Context: an optimization exercise on an open-source flow, tuned for a short achievable clock period and few clock cycles. The choices shown serve that exercise and are no tape-out recipe.
Function was checked by simulation only, so behaviour that the tests miss may differ from the original.
The clock cells of this run come from the design's own scripts or RTL, not from TritonCTS.
The flow treats the clock pin as an ideal source. Dropping or thinning the clock tree relies on that and would not hold on a real chip.
Power is estimated from default activity; no workload was simulated.

--- design/flow/config.mk ---
export PLATFORM = sky130hd
export DESIGN_NAME = gbn_sender
export DESIGN_NICKNAME = gbn_sender
export VERILOG_FILES = /design/flow/design.v
export SDC_FILE = /design/flow/constraint.sdc
export NUM_CORES = 4
export LEC_CHECK = 0
export CAP_MARGIN = 20
export CORE_MARGIN = 2
export CORE_UTILIZATION = 30
export PLACE_DENSITY = 0.5
export SLEW_MARGIN = 20
export SYNTH_HIERARCHICAL = 1
export SETUP_SLACK_MARGIN = 8
export DONT_USE_CELLS += sky130_fd_sc_hd__clkdlybuf4s15_1 sky130_fd_sc_hd__clkdlybuf4s15_2 sky130_fd_sc_hd__clkdlybuf4s18_1 sky130_fd_sc_hd__clkdlybuf4s18_2 sky130_fd_sc_hd__clkdlybuf4s25_1 sky130_fd_sc_hd__clkdlybuf4s25_2 sky130_fd_sc_hd__clkdlybuf4s50_1 sky130_fd_sc_hd__clkdlybuf4s50_2
export PRE_CTS_TCL = /design/flow/flow/pre_cts.tcl
export PRE_IO_PLACEMENT_TCL = /design/flow/flow/pre_io.tcl
export MT_LEAF = 15
export MT_ROOTS = 4
--- design/flow/flow/pre_io.tcl ---
# Keep each payload byte's input and output pins together: src_data bit i
# and tx_frame bit 24+i side by side, so that the register between them
# (the frame buffer) sits next to both.
for {set b 0} {$b < 30} {incr b} {
  set names {}
  for {set i 0} {$i < 8} {incr i} {
    lappend names "src_data\[[expr {8*$b + $i}]\]" "tx_frame\[[expr {8*$b + 24 + $i}]\]"
  }
  set_io_pin_constraint -group -order -pin_names $names
}
--- design/flow/flow/run.sh ---
#!/bin/bash
# The standard layout (standard.sh, with the standard synthesis unchanged)
# with these changes to how the layout is optimised:
#  - repair_timing aims for a larger setup margin, so it keeps improving the
#    design below the 10 ns clock period;
#  - the clkdlybuf4s* delay cells are not used as buffers (buffer_ports and
#    the resizer otherwise pick them for the port buffers);
#  - the clock tree is built by flow/pre_cts.tcl: the clock port drives
#    MT_ROOTS root buffers, each root buffer a group of leaf buffers, each
#    leaf buffer a cluster of about MT_LEAF register clock pins;
#  - flow/pre_io.tcl, run before the pins are placed, keeps each payload
#    bit's input pin (src_data) and output pin (tx_frame) side by side.
# The clock, its period and the I/O constraints (constraint.sdc) are the standard flow's.
set -euo pipefail
here=$(pwd)
cat >> config.mk <<EOC
export SETUP_SLACK_MARGIN = 8
export DONT_USE_CELLS += sky130_fd_sc_hd__clkdlybuf4s15_1 sky130_fd_sc_hd__clkdlybuf4s15_2 sky130_fd_sc_hd__clkdlybuf4s18_1 sky130_fd_sc_hd__clkdlybuf4s18_2 sky130_fd_sc_hd__clkdlybuf4s25_1 sky130_fd_sc_hd__clkdlybuf4s25_2 sky130_fd_sc_hd__clkdlybuf4s50_1 sky130_fd_sc_hd__clkdlybuf4s50_2
export PRE_CTS_TCL = $here/flow/pre_cts.tcl
export PRE_IO_PLACEMENT_TCL = $here/flow/pre_io.tcl
export MT_LEAF = 15
export MT_ROOTS = 4
EOC
bash standard.sh > standard.log 2>&1
--- design/flow/flow/mytree.tcl ---
# Manual two-level clock tree: the clock port drives a few root buffers, each
# root buffer drives a group of leaf buffers, each leaf buffer a compact
# cluster of register clock pins (clusters by recursive bisection of the
# register positions, so all clusters have nearly the same number of pins).

proc mt_center {inst} {
  set b [$inst getBBox]
  return [list [expr {([$b xMin] + [$b xMax]) / 2}] [expr {([$b yMin] + [$b yMax]) / 2}]]
}

# items: list of {x y payload}; returns k groups
proc mt_bisect {items k} {
  if {$k <= 1 || [llength $items] <= 1} { return [list $items] }
  set xs [lmap i $items {lindex $i 0}]
  set ys [lmap i $items {lindex $i 1}]
  set dx [expr {[tcl::mathfunc::max {*}$xs] - [tcl::mathfunc::min {*}$xs]}]
  set dy [expr {[tcl::mathfunc::max {*}$ys] - [tcl::mathfunc::min {*}$ys]}]
  set axis [expr {$dx >= $dy ? 0 : 1}]
  set sorted [lsort -integer -index $axis $items]
  set k1 [expr {$k / 2}]
  set n [llength $sorted]
  set cut [expr {int(round(double($n) * $k1 / $k))}]
  return [concat [mt_bisect [lrange $sorted 0 [expr {$cut - 1}]] $k1] \
                 [mt_bisect [lrange $sorted $cut end] [expr {$k - $k1}]]]
}

proc mt_centroid {items} {
  set sx 0; set sy 0
  foreach i $items { set sx [expr {$sx + [lindex $i 0]}]; set sy [expr {$sy + [lindex $i 1]}] }
  set n [llength $items]
  return [list [expr {$sx / $n}] [expr {$sy / $n}]]
}

proc mt_add_buf {block master name x y in_net out_name} {
  set inst [odb::dbInst_create $block $master $name]
  set w [[$inst getMaster] getWidth]
  set h [[$inst getMaster] getHeight]
  $inst setLocation [expr {$x - $w / 2}] [expr {$y - $h / 2}]
  $inst setPlacementStatus PLACED
  set out [odb::dbNet_create $block $out_name]
  $out setSigType CLOCK
  [$inst findITerm A] connect $in_net
  [$inst findITerm X] connect $out
  return [list $inst $out]
}

proc build_manual_clock_tree {clk_name leaf_size n_roots leaf_master root_master} {
  set block [ord::get_db_block]
  set db [ord::get_db]
  set clk [$block findNet $clk_name]
  set lm [$db findMaster $leaf_master]
  set rm [$db findMaster $root_master]
  set sinks {}
  foreach it [$clk getITerms] {
    lassign [mt_center [$it getInst]] x y
    lappend sinks [list $x $y $it]
  }
  set n [llength $sinks]
  set k [expr {($n + $leaf_size - 1) / $leaf_size}]
  set clusters [mt_bisect $sinks $k]
  set leaves {}
  set li 0
  foreach c $clusters {
    lassign [mt_centroid $c] x y
    lappend leaves [list $x $y $c $li]
    incr li
  }
  set rgroups [mt_bisect $leaves $n_roots]
  set ri 0
  foreach g $rgroups {
    lassign [mt_centroid $g] x y
    lassign [mt_add_buf $block $rm "clkroot_$ri" $x $y $clk "clknet_root_$ri"] rinst rnet
    foreach l $g {
      lassign $l lx ly c idx
      lassign [mt_add_buf $block $lm "clkleaf_$idx" $lx $ly $rnet "clknet_leaf_$idx"] linst lnet
      foreach s $c {
        set it [lindex $s 2]
        $it disconnect
        $it connect $lnet
      }
    }
    incr ri
  }
  puts "manual clock tree: $n sinks, [llength $clusters] leaf buffers, [llength $rgroups] root buffers"
}
--- design/flow/standard.sh ---
#!/bin/bash
# synth_recipe.tcl (not shown) runs the flow's synth.tcl, then flattens the netlist and writes it again
# the make line also repeats each setting of config.mk as NAME=value (left out here)
make -C /OpenROAD-flow-scripts/flow DESIGN_CONFIG=/design/flow/config.mk WORK_HOME=/design/flow/orfs CLKGATE_MAP_FILE= SYNTH_SCRIPT=/design/flow/synth_recipe.tcl "${@:-finish}"
--- design/flow/constraint.sdc ---
create_clock -name core_clock -period 10.0 [get_ports {clk}]
set_input_delay 2.0000 -clock core_clock [delete_from_list [all_inputs] [get_ports {clk}]]
set_output_delay 2.0000 -clock core_clock [all_outputs]
set_load 0.01 [all_outputs]
--- design/flow/design.v ---
module gbn_sender (
    input  wire         clk,
    input  wire         rst,
    input  wire         start,
    output wire         src_next,
    input  wire         src_rsp,
    input  wire         src_exh,
    input  wire         src_last,
    input  wire [7:0]   src_len,
    input  wire [239:0] src_data,
    output wire         src_seek,
    output wire [11:0]  src_seek_idx,
    output wire         tx_valid,
    output wire [263:0] tx_frame,
    input  wire         tx_ready,
    input  wire         tx_err,
    output wire         rx_req,
    input  wire         rx_rsp,
    input  wire         rx_err,
    input  wire         rx_timeout,
    input  wire         rx_short,
    input  wire [23:0]  rx_hdr,
    output wire         ev_valid,
    output wire         ev_kind,
    output wire [2:0]   ev_seq,
    output wire         done,
    output wire         fault,
    output wire [3:0]   cause
);
    localparam [3:0] F_SHORT    = 4'd1, F_FIELD    = 4'd2, F_SRC_ZERO = 4'd3,
                     F_CH_SEND  = 4'd4, F_CH_RECV  = 4'd5, F_UNDERFLOW = 4'd6,
                     F_OVERFLOW = 4'd7, F_SRC_PROTO = 4'd8;
    reg          st_idle, st_src, st_tx, st_seek, st_rx, st_ev, st_done, st_fault;
    reg  [3:0]   cause_r;
    reg  [2:0]   base;
    reg  [2:0]   next_seq;       
    reg  [2:0]   outstanding;
    reg  [11:0]  sent_count;     
    reg  [11:0]  acked_count;
    reg          do_nothing, resend, send_eot, src_done;
    reg          m_old;          
    reg          sk_src;         
    reg          sk_sync;        
    reg  [2:0]   rs_idx;         
    reg          last_l;
    reg  [11:0]  seek_idx;
    reg          ev_kind_r;
    reg  [2:0]   rx_n;           
    reg  [7:0]   rx_oh;          
    reg  [263:0] fb;
    reg          o_src, o_tx, o_seek, o_rx, o_ev;
    reg  [2:0]   o_seq;
    assign src_next     = o_src;
    assign src_seek     = o_seek;
    assign src_seek_idx = seek_idx;
    assign tx_valid     = o_tx;
    assign tx_frame     = fb;
    assign rx_req       = o_rx;
    assign ev_valid     = o_ev;
    assign ev_kind      = ev_kind_r;
    assign ev_seq       = o_seq;
    assign done         = st_done;
    assign fault        = st_fault;
    assign cause        = cause_r;
    wire         s_exh, s_zero, s_big, r_err, r_short, r_ill;
    wire        out_zero  = (outstanding == 3'd0);
    wire        out_full  = (outstanding == 3'd7);
    wire        sent_max  = &sent_count;
    wire        acked_z   = (acked_count == 12'd0);
    wire [11:0] acked_m1  = acked_count - 12'd1;
    wire        src_done1 = src_done | last_l;
    wire        rs_last   = (rs_idx + 3'd1 == outstanding);
    reg  [7:0]  found_v, pop_v;
    integer v;
    always @(*) begin
        for (v = 0; v < 8; v = v + 1) begin
            found_v[v] = ((v[2:0] - base) < outstanding);
            pop_v[v]   = found_v[v] |
                         (src_done & (outstanding < 3'd6) & (v[2:0] == sent_count[2:0]));
        end
    end
    reg  [7:0] found_r, pop_r;
    always @(posedge clk) begin
        found_r <= found_v;
        pop_r   <= pop_v;
    end
    wire       ack_found = |(rx_oh & found_r);
    wire       ack_pop   = |(rx_oh & pop_r);
    wire [2:0] ack_dp1   = rx_n - base + 3'd1;
    wire tx_new_src  = ~src_done1 & (outstanding < 3'd6);
    wire p_exh_seek  = st_src & ~m_old & resend;
    wire p_exh_rx    = st_src & ~m_old & ~resend;
    wire p_exh_fault = st_src & m_old;
    wire p_exh_done  = st_src & ~m_old;               
    wire p_chk_tx    = st_src & (m_old | ~sent_max);
    wire p_chk_fault = st_src & ~m_old & sent_max;
    wire p_txok_src  = st_tx & ~send_eot & ~m_old & tx_new_src;
    wire p_txok_seek = st_tx & ~send_eot & (m_old | (~tx_new_src & resend));
    wire p_txok_rx   = st_tx & (send_eot | (~m_old & ~tx_new_src & ~resend));
    wire p_push      = st_tx & ~send_eot & ~m_old;
    wire p_rs_end    = st_tx & ~send_eot & m_old & rs_last;
    wire p_rs_step   = st_tx & m_old;
    wire p_rs_hold   = st_seek | (st_src & m_old);
    wire p_seek_src  = st_seek & sk_src;
    wire p_seek_rx   = st_seek & ~sk_src;
    wire do_sync     = st_seek & sk_sync;
    wire p_to_src    = st_rx & ~send_eot & ~src_done & ~out_full;
    wire p_to_tx     = st_rx & (send_eot | (out_zero & src_done));
    wire p_to_seek   = st_rx & ~send_eot & ~out_zero & (src_done | out_full);
    wire p_to0       = st_rx & ~send_eot & out_zero;                 
    wire p_to0_eot   = st_rx & ~send_eot & out_zero & src_done;      
    wire p_toN       = st_rx & ~send_eot & ~out_zero & ~do_nothing;  
    wire p_k0_ev     = st_rx & ~send_eot & ~do_nothing;
    wire p_k0_rx     = st_rx & ~send_eot & do_nothing;
    wire p_kx0_src   = st_rx & ~send_eot & ~do_nothing & ~src_done & ~out_full;
    wire p_kx0_rx    = st_rx & ~send_eot & (do_nothing | src_done | out_full);
    wire p_k2_ev     = st_rx & send_eot;
    wire p_kx2_seek  = st_rx & send_eot & ~acked_z;
    wire p_kx2_fault = st_rx & send_eot & acked_z;
    wire ev_pop      = st_ev & ~send_eot & ack_pop;
    wire p_ev_src    = ev_pop & ~src_done;
    wire p_ev_rx     = ev_pop & src_done;
    wire p_ev_fault  = st_ev & ~send_eot & ~ack_pop & acked_z;
    wire p_ev_seek   = st_ev & ~send_eot & ~ack_pop & ~acked_z;
    wire p_ev_done   = st_ev & send_eot;
    reg  [2:0]  out_oth, base_oth, nseq_oth;
    reg  [11:0] acked_oth, sent_oth;
    always @(*) begin
        out_oth   = outstanding;
        base_oth  = base;
        nseq_oth  = next_seq;
        acked_oth = acked_count;
        sent_oth  = sent_count;
        if (do_sync) begin
            out_oth   = 3'd0;
            base_oth  = rx_n;
            nseq_oth  = rx_n;
            acked_oth = acked_m1;
            sent_oth  = acked_m1;
        end
        if (ev_pop) begin
            if (ack_found) begin
                out_oth   = outstanding - ack_dp1;
                base_oth  = rx_n + 3'd1;
                acked_oth = acked_count + {9'd0, ack_dp1};
            end else begin
                out_oth   = 3'd0;
                base_oth  = next_seq;
                acked_oth = sent_count;
            end
        end
    end
    wire         n_idle, n_src, n_tx, n_seek, n_rx, n_ev, n_done;
    wire [2:0]   n_out, n_nseq, n_rs_idx, n_rx_n, n_o_seq;
    wire         n_o_src, n_o_tx, n_o_seek, n_o_rx, n_o_ev;
    wire [11:0]  n_sent;
    wire         n_src_done, n_dn, n_send_eot, n_resend, n_last;
    wire [7:0]   n_rx_oh;
    wire [239:0] n_payload;
    wire [4:0]   n_len;
    gbn_sender_next u_next (
        .rst(rst), .start(start),
        .src_rsp(src_rsp), .src_exh(src_exh), .src_len(src_len),
        .tx_ready(tx_ready), .tx_err(tx_err),
        .rx_rsp(rx_rsp), .rx_err(rx_err), .rx_timeout(rx_timeout), .rx_short(rx_short),
        .rx_hdr(rx_hdr),
        .s_exh(s_exh), .s_zero(s_zero), .s_big(s_big),
        .r_err(r_err), .r_short(r_short), .r_ill(r_ill),
        .p_idle(st_idle), .p_src(st_src),
        .p_exh_seek(p_exh_seek), .p_exh_rx(p_exh_rx), .p_exh_fault(p_exh_fault),
        .p_exh_done(p_exh_done), .p_chk_tx(p_chk_tx), .p_chk_fault(p_chk_fault),
        .p_tx(st_tx), .p_txok_src(p_txok_src), .p_txok_seek(p_txok_seek),
        .p_txok_rx(p_txok_rx), .p_push(p_push), .p_rs_end(p_rs_end),
        .p_rs_step(p_rs_step), .p_rs_hold(p_rs_hold),
        .p_seek_src(p_seek_src), .p_seek_rx(p_seek_rx), .do_sync(do_sync),
        .p_rx(st_rx), .p_to_src(p_to_src), .p_to_tx(p_to_tx), .p_to_seek(p_to_seek),
        .p_to0(p_to0), .p_to0_eot(p_to0_eot), .p_toN(p_toN),
        .p_k0_ev(p_k0_ev), .p_k0_rx(p_k0_rx), .p_kx0_src(p_kx0_src), .p_kx0_rx(p_kx0_rx),
        .p_k2_ev(p_k2_ev), .p_kx2_seek(p_kx2_seek), .p_kx2_fault(p_kx2_fault),
        .p_ev_src(p_ev_src), .p_ev_rx(p_ev_rx), .p_ev_fault(p_ev_fault),
        .p_ev_seek(p_ev_seek), .p_ev_done(p_ev_done),
        .st_done(st_done), .st_fault(st_fault), .cause_r(cause_r),
        .last_l(last_l), .src_last(src_last),
        .out_push(outstanding + 3'd1), .out_oth(out_oth),
        .nseq_push(next_seq + 3'd1), .nseq_oth(nseq_oth),
        .sent_push(sent_count + 12'd1), .sent_oth(sent_oth),
        .src_done(src_done), .do_nothing(do_nothing), .send_eot(send_eot), .resend(resend),
        .rs_idx(rs_idx), .rs_idx_p1(rs_idx + 3'd1),
        .rx_n(rx_n), .rx_oh(rx_oh),
        .src_data(src_data),
        .fb_payload(fb[263:24]), .fb_len(fb[20:16]),
        .n_o_src(n_o_src), .n_o_tx(n_o_tx), .n_o_seek(n_o_seek), .n_o_rx(n_o_rx),
        .n_o_ev(n_o_ev), .o_seq(o_seq), .n_o_seq(n_o_seq),
        .n_idle(n_idle), .n_src(n_src), .n_tx(n_tx), .n_seek(n_seek), .n_rx(n_rx),
        .n_ev(n_ev), .n_done(n_done),
        .n_out(n_out), .n_nseq(n_nseq), .n_sent(n_sent),
        .n_src_done(n_src_done), .n_dn(n_dn), .n_send_eot(n_send_eot), .n_resend(n_resend),
        .n_rs_idx(n_rs_idx), .n_last(n_last), .n_rx_n(n_rx_n), .n_rx_oh(n_rx_oh),
        .n_payload(n_payload), .n_len(n_len));
    reg  q_src, q_tx, q_rx, q_old, q_s_exh, q_s_zero, q_s_big, q_r_err, q_r_short, q_r_ill;
    wire limbo = ~(st_idle | st_src | st_tx | st_seek | st_rx | st_ev | st_done | st_fault);
    reg  [3:0] f_code;
    always @(*) begin
        if (q_tx)
            f_code = F_CH_SEND;
        else if (q_rx)
            f_code = q_r_err ? F_CH_RECV : q_r_short ? F_SHORT : q_r_ill ? F_FIELD : F_UNDERFLOW;
        else if (q_src)
            f_code = (q_s_exh | q_s_big) ? F_SRC_PROTO : q_s_zero ? F_SRC_ZERO : F_OVERFLOW;
        else
            f_code = F_UNDERFLOW;    
    end
    always @(posedge clk) begin
        st_idle     <= n_idle;
        st_src      <= n_src;
        o_src       <= n_o_src;
        o_tx        <= n_o_tx;
        o_seek      <= n_o_seek;
        o_rx        <= n_o_rx;
        o_ev        <= n_o_ev;
        o_seq       <= n_o_seq;
        st_tx       <= n_tx;
        st_seek     <= n_seek;
        st_rx       <= n_rx;
        st_ev       <= n_ev;
        st_done     <= n_done;
        st_fault    <= ~rst & (st_fault | limbo);
        cause_r     <= rst ? 4'd0 : limbo ? f_code : cause_r;
        q_src       <= st_src;
        q_tx        <= st_tx;
        q_rx        <= st_rx;
        q_old       <= m_old;
        q_s_exh     <= s_exh;
        q_s_zero    <= s_zero;
        q_s_big     <= s_big;
        q_r_err     <= r_err;
        q_r_short   <= r_short;
        q_r_ill     <= r_ill;
        fb[263:24]  <= n_payload;
        fb[20:16]   <= n_len;
        rx_n        <= n_rx_n;
        rx_oh       <= n_rx_oh;
        last_l      <= n_last;
        rs_idx      <= n_rs_idx;
    end
    always @(posedge clk) begin
        if (rst) begin
            base        <= 3'd0;
            next_seq    <= 3'd0;
            outstanding <= 3'd0;
            sent_count  <= 12'd0;
            acked_count <= 12'd0;
            do_nothing  <= 1'b0;
            resend      <= 1'b0;
            send_eot    <= 1'b0;
            src_done    <= 1'b0;
            fb[15:0]    <= 16'd0;
            fb[23:21]   <= 3'd0;
            seek_idx    <= 12'd0;
            ev_kind_r   <= 1'b0;
        end else begin
            base        <= base_oth;
            acked_count <= acked_oth;
            outstanding <= n_out;
            next_seq    <= n_nseq;
            sent_count  <= n_sent;
            do_nothing  <= n_dn;
            resend      <= n_resend;
            send_eot    <= n_send_eot;
            src_done    <= n_src_done;
            ev_kind_r   <= send_eot;
            if (st_src) begin
                fb[7:0]  <= 8'd1;
                fb[15:8] <= {5'd0, m_old ? base + rs_idx : next_seq};
            end else if (!st_tx) begin
                fb[7:0]  <= 8'd3;
                fb[15:8] <= {5'd0, base};
            end
            fb[23:21] <= 3'd0;
            if (st_tx && m_old)
                seek_idx <= rs_last ? sent_count : acked_count + {9'd0, rs_idx} + 12'd1;
            else if (st_ev || (st_rx && send_eot))
                seek_idx <= acked_m1;
            else
                seek_idx <= acked_count;
        end
    end
    always @(posedge clk) begin
        sk_src  <= st_src | (st_tx & ~(m_old & rs_last)) | (st_rx & ~send_eot);
        sk_sync <= st_ev | (st_rx & send_eot);
        m_old   <= st_seek | (m_old & (st_src | st_tx));
    end
endmodule
module gbn_sender_next (
    input  wire         rst, start,
    input  wire         src_rsp,
    input  wire         src_exh,
    input  wire [7:0]   src_len,
    input  wire         tx_ready,
    input  wire         tx_err,
    input  wire         rx_rsp,
    input  wire         rx_err,
    input  wire         rx_timeout,
    input  wire         rx_short,
    input  wire [23:0]  rx_hdr,
    output wire         s_exh, s_zero, s_big, r_err, r_short, r_ill,
    input  wire         p_idle, p_src,
    input  wire         p_exh_seek, p_exh_rx, p_exh_fault, p_exh_done, p_chk_tx, p_chk_fault,
    input  wire         p_tx, p_txok_src, p_txok_seek, p_txok_rx, p_push, p_rs_end,
    input  wire         p_rs_step, p_rs_hold,
    input  wire         p_seek_src, p_seek_rx, do_sync,
    input  wire         p_rx, p_to_src, p_to_tx, p_to_seek, p_to0, p_to0_eot, p_toN,
    input  wire         p_k0_ev, p_k0_rx, p_kx0_src, p_kx0_rx, p_k2_ev, p_kx2_seek, p_kx2_fault,
    input  wire         p_ev_src, p_ev_rx, p_ev_fault, p_ev_seek, p_ev_done,
    input  wire         st_done, st_fault,
    input  wire [3:0]   cause_r,
    input  wire         last_l, src_last,
    input  wire [2:0]   out_push, out_oth, nseq_push, nseq_oth,
    input  wire [11:0]  sent_push, sent_oth,
    input  wire         src_done, do_nothing, send_eot, resend,
    input  wire [2:0]   rs_idx, rs_idx_p1,
    input  wire [2:0]   rx_n,
    input  wire [7:0]   rx_oh,
    input  wire [239:0] src_data,
    input  wire [239:0] fb_payload,
    input  wire [4:0]   fb_len,
    input  wire [2:0]   o_seq,
    output wire         n_o_src, n_o_tx, n_o_seek, n_o_rx, n_o_ev,
    output wire [2:0]   n_o_seq,
    output wire         n_idle, n_src, n_tx, n_seek, n_rx, n_ev, n_done,
    output wire [2:0]   n_out, n_nseq,
    output wire [11:0]  n_sent,
    output wire         n_src_done, n_dn, n_send_eot, n_resend,
    output wire [2:0]   n_rs_idx,
    output wire         n_last,
    output wire [2:0]   n_rx_n,
    output wire [7:0]   n_rx_oh,
    output wire [239:0] n_payload,
    output wire [4:0]   n_len
);
    wire len_zero = (src_len == 8'd0);
    wire len_big  = (|src_len[7:5]) | (&src_len[4:0]);
    wire s_wait, s_chunk, t_wait, t_ok, t_err, r_wait, r_to, r_k0, r_k2, r_kx0, r_kx2;
    reg  [29:0] keep;
    wire [7:0]  seq_oh;
    wire [2:0]  rx_seq = rx_hdr[10:8];
    wire [4:0]  src_len5 = src_len[4:0];
    assign s_wait  = ~src_rsp;
    assign s_exh   = src_rsp & src_exh;
    assign s_zero  = src_rsp & ~src_exh & len_zero;
    assign s_big   = src_rsp & ~src_exh & len_big;
    assign s_chunk = src_rsp & ~src_exh & ~len_zero & ~len_big;
    assign t_wait  = ~tx_ready;
    assign t_ok    = tx_ready & ~tx_err;
    assign t_err   = tx_ready & tx_err;
    wire illegal = (|rx_hdr[7:2]) | (|rx_hdr[15:11]) | (|rx_hdr[23:21]) | (&rx_hdr[20:16]);
    wire frame   = rx_rsp & ~rx_err & ~rx_timeout & ~rx_short & ~illegal;
    assign r_wait  = ~rx_rsp;
    assign r_err   = rx_rsp & rx_err;
    assign r_to    = rx_rsp & ~rx_err & rx_timeout;
    assign r_short = rx_rsp & ~rx_err & ~rx_timeout & rx_short;
    assign r_ill   = rx_rsp & ~rx_err & ~rx_timeout & ~rx_short & illegal;
    assign r_k0    = frame & (rx_hdr[1:0] == 2'd0);
    assign r_k2    = frame & (rx_hdr[1:0] == 2'd2);
    assign r_kx0   = frame & (rx_hdr[1:0] != 2'd0);
    assign r_kx2   = frame & (rx_hdr[1:0] != 2'd2);
    assign seq_oh = 8'd1 << rx_hdr[10:8];
    wire [1:0] lh = src_len[4:3];
    wire [2:0] ll = src_len[2:0];
    wire [3:0] h_eq = 4'd1 << lh;
    wire [3:0] h_gt = {1'b0, lh == 2'd3, lh >= 2'd2, lh != 2'd0};
    wire [7:0] l_gt;
    genvar g;
    generate
        for (g = 0; g < 8; g = g + 1) begin : lgt
            assign l_gt[g] = (ll > g);
        end
    endgenerate
    integer b;
    always @(*) begin
        for (b = 0; b < 30; b = b + 1)
            keep[b] = h_gt[b / 8] | (h_eq[b / 8] & l_gt[b % 8]);
    end
    assign n_idle = rst | (p_idle & ~start);
    assign n_src  = ~rst & ((p_idle & start) | (p_src & s_wait) | (p_txok_src & t_ok) |
                            p_seek_src | (p_to_src & r_to) | (p_kx0_src & r_kx0) | p_ev_src);
    assign n_tx   = ~rst & ((p_chk_tx & s_chunk) | (p_tx & t_wait) | (p_to_tx & r_to));
    assign n_seek = ~rst & ((p_exh_seek & s_exh) | (p_txok_seek & t_ok) | (p_to_seek & r_to) |
                            (p_kx2_seek & r_kx2) | p_ev_seek);
    assign n_rx   = ~rst & ((p_exh_rx & s_exh) | (p_txok_rx & t_ok) | p_seek_rx |
                            (p_rx & r_wait) | (p_kx0_rx & r_kx0) | (p_k0_rx & r_k0) | p_ev_rx);
    assign n_ev   = ~rst & ((p_k0_ev & r_k0) | (p_k2_ev & r_k2));
    assign n_o_src  = n_src;
    assign n_o_tx   = n_tx;
    assign n_o_seek = n_seek;
    assign n_o_rx   = n_rx;
    assign n_o_ev   = n_ev;
    assign n_done = ~rst & (st_done | p_ev_done);
    wire push = p_push & ~t_wait;
    assign n_out      = push ? out_push  : out_oth;
    assign n_nseq     = push ? nseq_push : nseq_oth;
    assign n_sent     = push ? sent_push : sent_oth;
    assign n_src_done = (p_exh_done & s_exh) | (push & last_l) | (src_done & ~do_sync);
    assign n_dn       = do_sync | (do_nothing & ~(p_to0 & r_to));
    assign n_send_eot = (p_to0_eot & r_to) | (send_eot & ~do_sync);
    assign n_resend   = (p_toN & r_to) | (resend & ~(p_rs_end & t_ok));
    assign n_rs_idx = p_rs_step ? (t_wait ? rs_idx : rs_idx_p1) :
                      p_rs_hold ? rs_idx : 3'd0;
    assign n_last    = p_src ? src_last : last_l;
    assign n_rx_n    = p_rx ? rx_seq : rx_n;
    assign n_o_seq   = p_rx ? rx_seq : o_seq;
    assign n_rx_oh   = p_rx ? seq_oh : rx_oh;
    genvar h;
    generate
        for (h = 0; h < 30; h = h + 1) begin : pl
            assign n_payload[8*h +: 8] = ({8{p_src & keep[h]}} & src_data[8*h +: 8]) |
                                         ({8{p_tx}} & fb_payload[8*h +: 8]);
        end
    endgenerate
    assign n_len     = ({5{p_src}} & src_len5) | ({5{p_tx}} & fb_len);
endmodule
--- design/flow/flow/pre_cts.tcl ---
# Run by ORFS's cts.tcl (PRE_CTS_TCL) before clock_tree_synthesis: builds a
# two-level clock tree by hand (mytree.tcl) and makes the call to
# clock_tree_synthesis that follows do nothing. The rest of cts.tcl (detailed
# placement, timing repair) runs as usual.
source [file join [file dirname $::env(PRE_CTS_TCL)] mytree.tcl]
build_manual_clock_tree clk $::env(MT_LEAF) $::env(MT_ROOTS) sky130_fd_sc_hd__clkbuf_16 sky130_fd_sc_hd__clkbuf_16
set_propagated_clock [all_clocks]
rename clock_tree_synthesis orfs_clock_tree_synthesis
proc clock_tree_synthesis {args} {
  puts "clock_tree_synthesis not run: the clock tree was built before it"
}
==> run summary <==
-- final timing paths --
path | cells after the start | startpoint | end
worst min-delay path | 2 | o_seq[1]$_DFF_P_ | o_seq[1]$_DFF_P_
worst max register to register | 13 | rx_n[1]$_DFF_P_ | acked_count[9]$_SDFFE_PP0P_
worst min register to register | 2 | o_seq[1]$_DFF_P_ | o_seq[1]$_DFF_P_
worst max-delay path | 5 | rx_hdr[15] | st_src$_DFF_P_
-- critical path: cells and delay by family --
kind                   cells  cell delay (ns)
buffers and inverters      1             0.07
and+or+nand+nor            3             0.94
AOI/OAI and AO/OA          1             0.17
-- metrics by stage --
stage | setup slack, ns | hold slack (ns) | power, mW
floorplan | 6.93 | 0.394 | 1.73
finish | 7.04 | 0.463 | 2.99
global route | 7.02 | 0.476 | 3.12
detailed placement | 5.86 | 0.441 | 1.84
global placement | 5.63 | 0.427 | 1.84
CTS | 7.06 | 0.463 | 2.98
-- flip-flops by register name, summed over array words and instances (netlist names), 3 cells and up --
| register | flops |
|---|---|
| fb | 250 |
| next_seq | 3 |
| rx_oh | 8 |
| cause_r | 4 |
| pop_r | 8 |
| o_seq | 3 |
| base | 3 |
| seek_idx | 12 |
| sent_count | 12 |
| acked_count | 12 |
| rs_idx | 3 |
| outstanding | 3 |
| rx_n | 3 |
| found_r | 8 |
-- timing repair --
item                                    4_1_cts  5_1_grt
hold buffers                                  0        0
endpoints found under the setup margin      621      624
resized for setup                           937      109
pin swaps                                    77       80
cloned                                       12        0
setup buffers                               139       95
-- metal layers --
layer | vias to the layer above | GRT usage [%] | share of wire (%)
met1 | 6726 | 26.2 | 40
met2 | 399 | 38.2 | 51
met3 | 84 | 3.64 | 5.6
met5 | - | 0 | 0.040
met4 | 4 | 5.53 | 2.7
li1 | 6649 | - | -
-- layout make-up --
cell class,count,share of cell area (%)
antenna,3,0.0316
timing repair buffer,812,26.0
sequential,363,32.2
buffer,29,3.06
multi-input combinational,915,34.4
inverter,56,0.996
tap,615,3.24
-- report_power, final --
part | internal, mW | switching (mW)
clock network | 0.515 | 0.495
registers | 1.50 | 0.0478
logic | 0.230 | 0.196
total | 2.25 | 0.739
-- placed cells by master, fill, tap and decap left out, types with 7 or more instances in the layout --
cell type and instances:
inv_2 7, a22o_1 253, o21ai_0 32, mux2_4 21
a21oi_2 9, and2_1 8, nand2b_4 10, xor2_1 25
dfxtp_2 287, conb_1 14, nand2_8 8, buf_16 13
ha_1 34, nor2b_1 22, a21o_1 13, nand2_1 53
buf_2 24, nor2b_4 13, a21oi_1 23, dfxtp_1 70
buf_12 14, xnor2_1 39, a211oi_2 20, nand3_1 16
nor2_1 61, buf_6 317, mux2i_1 14, nor3_1 11
nand4_1 8, clkbuf_16 30, buf_8 11, buf_1 423
inv_1 41, nor2_4 19, a21oi_4 20, nand2b_1 8
==> summary.md <==
| Metric | Value |
|---|---|
| Outcome | `complete, no violations` |
| Register area | `0.00765 mm^2` |
| Gate Count Post-Synth | `1,417` |
| Ratio of cells with drive above 1 in the final layout | `43.1%` |
| Detail Route Antenna Nets | `0` |
| Final WL | `57,700 um` |
| Multi-input gate area | `0.00817 mm^2` |
| Min cycle time layout | `2.96 ns` |
| Max Clock Skew | `0.0368 ns` |
| R2R setup slack | `7.47 ns` |
| Placed insts | `2,515` |
| Buffers on Ports | `560` |
| GR Overflow Total | `0` |
| Core footprint | `0.0479 mm^2` |
| WS Path Type | `input port to register` |
| Area of placed instances | `0.0182 mm^2` |
| Max Slew Vio Count | `0` |
| Detailed Place HPWL | `39,000 um` |
| Fill cells | `4,433` |
| Unrepaired setup endpoints after global routing | `yes` |
| Final-stage net count | `2,504` |
| Cell area power density | `126 mW/mm^2` |
| Largest stage delay on the critical path | `0.54 ns` |
| Worst-Skew Late Latency | `0.35 ns` |
| Worst EP required | `10.23 ns` |
| Fmax achieved | `0.338 GHz` |
| Drt pass-1 iters | `4` |
| Cell Chain, Critical Path | `buf_1, or4_4, nor2_4, nand3_4, o22ai_4` |
| Leakage power | `9.52 nW` |
| Hold WC Path Type | `register to register` |
| Setup crit start kind | `input port` |
| Fin crit share | `29.6%` |
| Initial antenna violation count | `4` |
| Max Fanout on Critical Path | `3` |
| Avg Synthesized Cell Area | `10.3 um^2` |
| Peak VDD IR | `137 uV` |
| Synthesized cell area | `0.0146 mm^2` |
| Synth warn | `8` |
| Post-route insts no fill | `2,793` |
| Max transition margin | `35.8%` |
| Synth-to-layout area growth | `62.1%` |
| Largest net degree at the start of global routing | `106` |
| Fin util | `49.5%` |
| Chip Height | `225 um` |
| Row cnt | `80` |
| Initial Util | `30.5%` |
| Initial DRC Count | `476` |
| Vias | `13,900` |
| Setup TNS | `0 ns` |
| Slowest CP cell | `or4_4` |
| Drt wl/cell | `20.6 um` |
| Global-route wire length before repair | `83,600 um` |
| GPL Wtd Cong | `0.820` |
| Die area | `0.0506 mm^2` |
| Data arrival time of the worst path | `3.19 ns` |
| Fin. Hold Viols | `0` |
| Die width | `225 um` |
| I/O pin cnt | `575` |
| # DRC | `0` |
| Slew @ Worst Pin | `0.961 ns` |
| Vias per inst | `4.96` |
| Clock-pin slew on the worst setup and hold paths | `0.06 ns` |
| Vias in the first global route | `13,900` |
| Total global-route track usage | `21.3%` |
| Design area | `0.0237 mm^2` |
| Max-cap viol count | `0` |
| Setup Viol. Count Final | `0` |
| CP Capture Type | `register` |
Testbench counts, summed over its fixed seeds: cycles 23,696.

port drivers added, routing unchanged:
The flow's constraints put no driver on any port. The routed layout listed below was extracted and timed again, unchanged, in two steps. Step 1, drivers: a clkbuf_16 drives clk and a buf_2 each remaining input, both assumed. Step 2 adds t to the input delays and takes it off the output delays; t is the mean of the earliest and latest rising clock arrival at the registers after step 1. Input paths then give back, and output paths get back, about the clock's delay inside the block. Slacks: ideal ports / drivers / drivers and shift; pairs: ideal ports / drivers.
t, ns: 0.458
slack for setup (ns): 7.041 / 7.070 / 6.681
hold slack, ns: 0.463 / 0.463 / 0.463
worst data-port slew with drivers (ns): 0.27
cell pins on the clock port's net: 4
After both steps setup and hold are still met in this run. The setup slack of this run moves by +0.029 ns with the drivers and by -0.360 ns with both steps.
